Context: an optimization exercise on an open-source flow, tuned for small area. The choices shown serve that exercise and are no tape-out recipe.
Function was checked by simulation only, so behaviour that the tests miss may differ from the original.

==> juniper: inputs <==
Design ssc_mux, start of the top module:
module ssc_mux #(
    parameter integer CLK_PER_MS = 16
) (
    input  wire        clk,
    input  wire        rst,          
    input  wire        bus_rd,
    input  wire        bus_wr,
    input  wire [3:0]  bus_addr,
    input  wire [31:0] bus_wdata,
    output reg  [31:0] rdata,
    output wire [7:0]  seg_out,
    output wire [7:0]  dig_act,
    output wire [63:0] dig_duty,     
    output wire        out_en
);
clock: 140.0 ns
lec_check: 0
abc_area: 1
abc_clock_period_in_ps: 140000
cap_margin: 20
core_margin: 2
core_utilization: 40
place_density: 0.6
slew_margin: 20
synth_hierarchical: 1
standard.sh (not shown) runs the stock make flow with config.mk's settings and CLKGATE_MAP_FILE= SYNTH_SCRIPT=/design/flow/synth_recipe.tcl, a recipe that flattens the netlist after the stock synthesis.
==> flow/flow/run.sh <==
#!/bin/bash
# Layout flow: the standard layout (standard.sh), except that synthesis
# runs flow/my_synth.tcl, which is synth_recipe.tcl with an area-recovering
# ABC script (flow/abc_own.script) for the final technology mapping.
# Each step's full output goes to a log file in the work folder.
set -euo pipefail
here=$(cd "$(dirname "${BASH_SOURCE[0]}")" && pwd)
sed "s#SYNTH_SCRIPT=[^ ]*#SYNTH_SCRIPT=$here/my_synth.tcl#" standard.sh > own_synth.sh
grep -q "SYNTH_SCRIPT=$here/my_synth.tcl" own_synth.sh
bash own_synth.sh synth > synth.log 2>&1
bash standard.sh > layout.log 2>&1
==> flow/flow/abc_own.script <==
strash
dch
amap
topo
==> flow/flow/my_synth.tcl <==
# The standard synthesis (synth_recipe.tcl), with one change: the final
# technology mapping runs ABC with the area-recovering script in
# abc_own.script (beside this file) in place of ORFS's abc script.
set ::own_dir [file dirname [file normalize [info script]]]
proc synth {args} { yosys synth -nofsm -noshare {*}$args }
proc abc {args} {
  set out {}
  set skip 0
  foreach a $args {
    if { $skip } { lappend out [file join $::own_dir abc_own.script]; set skip 0; continue }
    if { $a eq "-script" } { set skip 1 }
    lappend out $a
  }
  yosys abc {*}$out
}
source $::env(SCRIPTS_DIR)/synth.tcl
# left out here: clear keep_hierarchy, flatten, clean up, hide names made inside functions, write 1_2_yosys.v
==> raven (differences from juniper) <==
--- a/flow/design.v
+++ b/flow/design.v
@@ -26,23 +26,23 @@
     assign s[3] = a[2] & (a[1] | a[0]);
     assign s[2] = a[2] & ~a[1] & ~a[0];
     assign s[1] = a[1] & (~a[2] | a[0]);
     assign s[0] = (~a[2] & a[0]) | (a[2] & a[1] & ~a[0]);
 endmodule
 module ssc_glyphs (
     input  wire [7:0] c,
     input  wire [7:0] unk,
-    output wire [7:0] dglyph,    
+    output wire [6:0] dglyph,    
     output reg  [7:0] cglyph     
 );
     wire [6:0] g7;
     ssc_seg7 u_seg7 (.n(c[3:0]), .g(g7));
     wire lo_digit = ~c[3] | (~c[2] & ~c[1]);        
-    assign dglyph = (c[7:4] == 4'h0 && lo_digit) ? {1'b0, g7} : 8'h00;
+    assign dglyph = (c[7:4] == 4'h0 && lo_digit) ? g7 : 7'h00;
     wire [7:0] letter = (c >= 8'h61 && c <= 8'h7A) ? {c[7:6], 1'b0, c[4:0]} : c;
     always @(*) begin
         if (c[7:4] == 4'h3 && lo_digit) begin
             cglyph = {1'b0, g7};
         end else begin
             case (letter)
                 "A": cglyph = 8'h77;
                 "B": cglyph = 8'h7C;
@@ -99,17 +99,17 @@
         end
     end
 endmodule
 module ssc_int_enc (
     input  wire [31:0] v,        
     input  wire [3:0]  dlen,     
     input  wire        lz,       
     output reg         in_range,
-    output reg  [63:0] digits
+    output reg  [55:0] digits    
 );
     wire neg = v[31];
     integer i;
     reg [23:0] neg_lo;
     reg        bw;
     always @(*) begin
         bw = 1'b1;
         for (i = 0; i < 24; i = i + 1) begin
@@ -158,21 +158,21 @@
             in_range = (v[30:27] == 4'd0) && below_1e8 && tz[dlen];
         else
             in_range = (v[30:24] == 7'h7F) && (v[23:0] != 24'd0) && tz[dlen - 4'd1];
     end
     always @(*) begin
         for (i = 0; i < 8; i = i + 1) begin
             if (neg && (lz ? (dlen[2:0] == i[2:0] + 3'd1)
                            : (i > 0 && tz[i] && (i == 1 || !tz[i-1]))))
-                digits[i*8 +: 8] = 8'h40;
+                digits[i*7 +: 7] = 7'h40;
             else if (lz || i == 0 || !tz[i])
-                digits[i*8 +: 8] = {1'b0, g7[i]};
+                digits[i*7 +: 7] = g7[i];
             else
-                digits[i*8 +: 8] = 8'h00;
+                digits[i*7 +: 7] = 7'h00;
         end
     end
 endmodule
 module ssc_fa (
     input  wire a, b, ci,
     output wire s, co
 );
     assign s  = a ^ b ^ ci;
@@ -336,20 +336,22 @@
     wire [7:0] f_d = bus_wdata[23:16];
     wire [7:0] f_s = bus_wdata[15:8];
     wire [7:0] f_b = bus_wdata[7:0];
     wire wr     = bus_wr && !rst;
     wire wr_cmd = wr && bus_addr == A_CMD;
     wire cmd    = wr_cmd && init;        
     wire d_ok   = (f_d < {4'd0, dlen});
     wire seg_ok = (f_s < 8'd7) || (f_s == 8'd7 && has_dp);
-    wire [7:0] digit_glyph_b, char_glyph_b;
-    ssc_glyphs u_glyphs (.c(f_b), .unk(unk), .dglyph(digit_glyph_b), .cglyph(char_glyph_b));
+    wire [6:0] digit7;
+    wire [7:0] char_glyph_b;
+    wire [7:0] digit_glyph_b = {1'b0, digit7};
+    ssc_glyphs u_glyphs (.c(f_b), .unk(unk), .dglyph(digit7), .cglyph(char_glyph_b));
     wire        int_ok;
-    wire [63:0] int_bytes;
+    wire [55:0] int_bytes;
     ssc_int_enc u_int (.v(arg), .dlen(dlen), .lz(f_b[0]),
                        .in_range(int_ok), .digits(int_bytes));
     wire       is_shift = (op == OP_SHIFT);
     wire [2:0] amt = is_shift ? (3'd0 - f_b[2:0]) : f_d[2:0];
     reg  [7:0] r1 [0:7];
     reg  [7:0] r2 [0:7];
     reg  [7:0] rot [0:7];
     reg  [7:0] shift_fb [0:7];
@@ -416,34 +418,32 @@
         bl_j    = 1'b0;
         for (i = 0; i < 8; i = i + 1) begin
             if (onehot[i]) j = i[2:0];
             latch_n = latch_n | ({8{onehot[i]}} & fb[i]);
             bl_j    = bl_j | (onehot[i] & bl[i]);
         end
     end
     wire busy = !st_idle;
+    wire rd_ok = bus_rd && !rst;
+    reg  [15:0] rsel;            
     always @(*) begin
-        rdata = 32'd0;
-        if (!rst && bus_rd) begin
-            case (bus_addr)
-                A_ARG:       rdata = arg;
-                A_RESULT:    rdata = {24'd0, result};
-                A_STATUS:    rdata = {28'd0, pend, rej, busy, init};
-                A_CONFIG:    rdata = {8'd0, bright, dwell, dlen, 2'b00, has_dp, pol};
-                A_BLINK_IV:  rdata = {16'd0, iv};
-                A_UNK_GLYPH: rdata = {24'd0, unk};
-                A_CTRL:      rdata = {31'd0, cont};
-                A_NOW_MS:    rdata = now_ms;
-                A_EN_MASK:   rdata = {24'd0, en};
-                A_BL_MASK:   rdata = {24'd0, bl};
-                A_SEQ:       rdata = {8'd0, seq_latch, seq_cnt, seq_idx, 1'b0, seq_lit, seq_state};
-                default:     rdata = 32'd0;
-            endcase
-        end
+        for (i = 0; i < 16; i = i + 1)
+            rsel[i] = rd_ok && bus_addr == i[3:0];
+        rdata = ({32{rsel[A_ARG]}}       & arg)
+              | ({32{rsel[A_RESULT]}}    & {24'd0, result})
+              | ({32{rsel[A_STATUS]}}    & {28'd0, pend, rej, busy, init})
+              | ({32{rsel[A_CONFIG]}}    & {8'd0, bright, dwell, dlen, 2'b00, has_dp, pol})
+              | ({32{rsel[A_BLINK_IV]}}  & {16'd0, iv})
+              | ({32{rsel[A_UNK_GLYPH]}} & {24'd0, unk})
+              | ({32{rsel[A_CTRL]}}      & {31'd0, cont})
+              | ({32{rsel[A_NOW_MS]}}    & now_ms)
+              | ({32{rsel[A_EN_MASK]}}   & {24'd0, en})
+              | ({32{rsel[A_BL_MASK]}}   & {24'd0, bl})
+              | ({32{rsel[A_SEQ]}}       & {8'd0, seq_latch, seq_cnt, seq_idx, 1'b0, seq_lit, seq_state});
     end
     wire pend_set = cmd && op == OP_REFRESH;
     wire single_wr = cmd && d_ok &&
                      (op == OP_SET_BYTE || op == OP_SET_DIGIT || op == OP_SET_CHAR ||
                       (op == OP_SET_SEG && seg_ok));
     reg [7:0] single_v;
     always @(*) begin
         case (op[1:0])
@@ -484,17 +484,17 @@
         end else begin
             rh <= rh_next;
             presc  <= tick ? {PW{1'b0}} : presc + 1'b1;
             now_ms <= now_n;
             for (i = 0; i < 8; i = i + 1) begin
                 if (single_wr && f_d[2:0] == i[2:0])
                     fb[i] <= single_v;
                 else if (multi_wr && i < dlen)
-                    fb[i] <= (op[2] ? (op[0] ? shift_fb[i] : int_bytes[i*8 +: 8]) : 8'h00);
+                    fb[i] <= (op[2] ? (op[0] ? shift_fb[i] : {1'b0, int_bytes[i*7 +: 7]}) : 8'h00);
             end
             if (bus_wr) begin
                 case (bus_addr)
                     A_CMD: begin
                         if (!init) begin
                             if (op == OP_INIT)
                                 init <= 1'b1;
                             else if (op != OP_NOP)
==> flow/flow/run.sh (replaced) <==
#!/bin/bash
# Layout flow: the standard layout (standard.sh) with two changes.
#  - Synthesis runs flow/my_synth.tcl: synth_recipe.tcl with an
#    area-recovering ABC script (flow/abc_own.script) for the final
#    mapping, and full/half adders taken only from the ssc_fa cell.
#  - The port buffers that placement inserts on every input and output
#    are sky130_fd_sc_hd__buf_1 (BUFFER_PORTS_ARGS).
# Each step's full output goes to a log file in the work folder (and
# ORFS's own logs under orfs/logs).
set -euo pipefail
here=$(cd "$(dirname "${BASH_SOURCE[0]}")" && pwd)
sed "s#SYNTH_SCRIPT=[^ ]*#SYNTH_SCRIPT=$here/my_synth.tcl#" standard.sh > own_synth.sh
grep -q "SYNTH_SCRIPT=$here/my_synth.tcl" own_synth.sh
sed 's#"\${@:-finish}"#"BUFFER_PORTS_ARGS=-buffer_cell sky130_fd_sc_hd__buf_1" "${@:-finish}"#' standard.sh > own_layout.sh
grep -q "BUFFER_PORTS_ARGS" own_layout.sh
bash own_synth.sh synth > synth.log 2>&1
bash own_layout.sh > layout.log 2>&1
--- a/flow/flow/my_synth.tcl
+++ b/flow/flow/my_synth.tcl
@@ -8,10 +8,13 @@
   set skip 0
   foreach a $args {
     if { $skip } { lappend out [file join $::own_dir abc_own.script]; set skip 0; continue }
     if { $a eq "-script" } { set skip 1 }
     lappend out $a
   }
   yosys abc {*}$out
 }
+# Full and half adders are taken only from the adder cell module (ssc_fa);
+# everywhere else ABC maps the logic.
+proc extract_fa {args} { yosys extract_fa {*}$args ssc_fa }
 source $::env(SCRIPTS_DIR)/synth.tcl
 # left out here: clear keep_hierarchy, flatten, clean up, hide names made inside functions, write 1_2_yosys.v
- CTS_BUF_LIST: unset -> sky130_fd_sc_hd__clkbuf_4 sky130_fd_sc_hd__clkbuf_8
- GPL_TIMING_DRIVEN: unset -> 0
==> flow_summary_export.csv <==
group,metric,value,unit
clocking,htreeDepth,1,
setup_path,required,140.44,ns
synth,synth_area,37700,µm²
clocking,insertion_delay,0.60,ns
placed_design,dp_cells,6605,
run_status,status,"complete, no violations",
finish,inv_count,977,
route,drt-total-wl,135000,µm
-- figures above: juniper

==> flow_summary_export.csv <==
group,metric,value,unit
synth,synth_area,36000,µm²
route,routedWlPerCell,20.4,µm
floorplan,core_area,89600,µm²
placed_design,io_buffers,152,
floorplan,die_w,304,µm
setup_path,required,140.51,ns
run_status,status,"complete, no violations",
finish,largest_registers,"fb (64), arg (32), now_ms (32)",
clocking,insertion_delay,0.66,ns
clocking,cts_buffers,47,
route,drt-total-wl,132000,µm
clocking,htreeDepth,2,
-- figures above: raven

## port drivers added, routing unchanged
No port has a modelled driver above. Below, the same layouts with a new extraction and two added sets of constraints.
Step 1: set_driving_cell puts a clkbuf_16 on clk and a buf_2 on each other input, an assumption about the parent block.
Step 2 moves the port delays by t, midway between the first and last clock arrival at a register: inputs arrive t later, outputs are due t later. That takes back most of the time a late clock gives input paths.
Three values: ideal, step 1, step 2; two values: the first two.
run | t (ns) | setup WS [ns] | worst slew at a driven data input, ns
juniper | 0.646 | 31.636 / 31.630 / 30.984 | 0.14
raven | 0.698 | 30.927 / 30.940 / 30.243 | 0.14
After both steps setup and hold are still met in every run listed. For raven, which loses most, drivers alone change the setup slack by +0.013 ns; drivers and shift together by -0.684 ns.
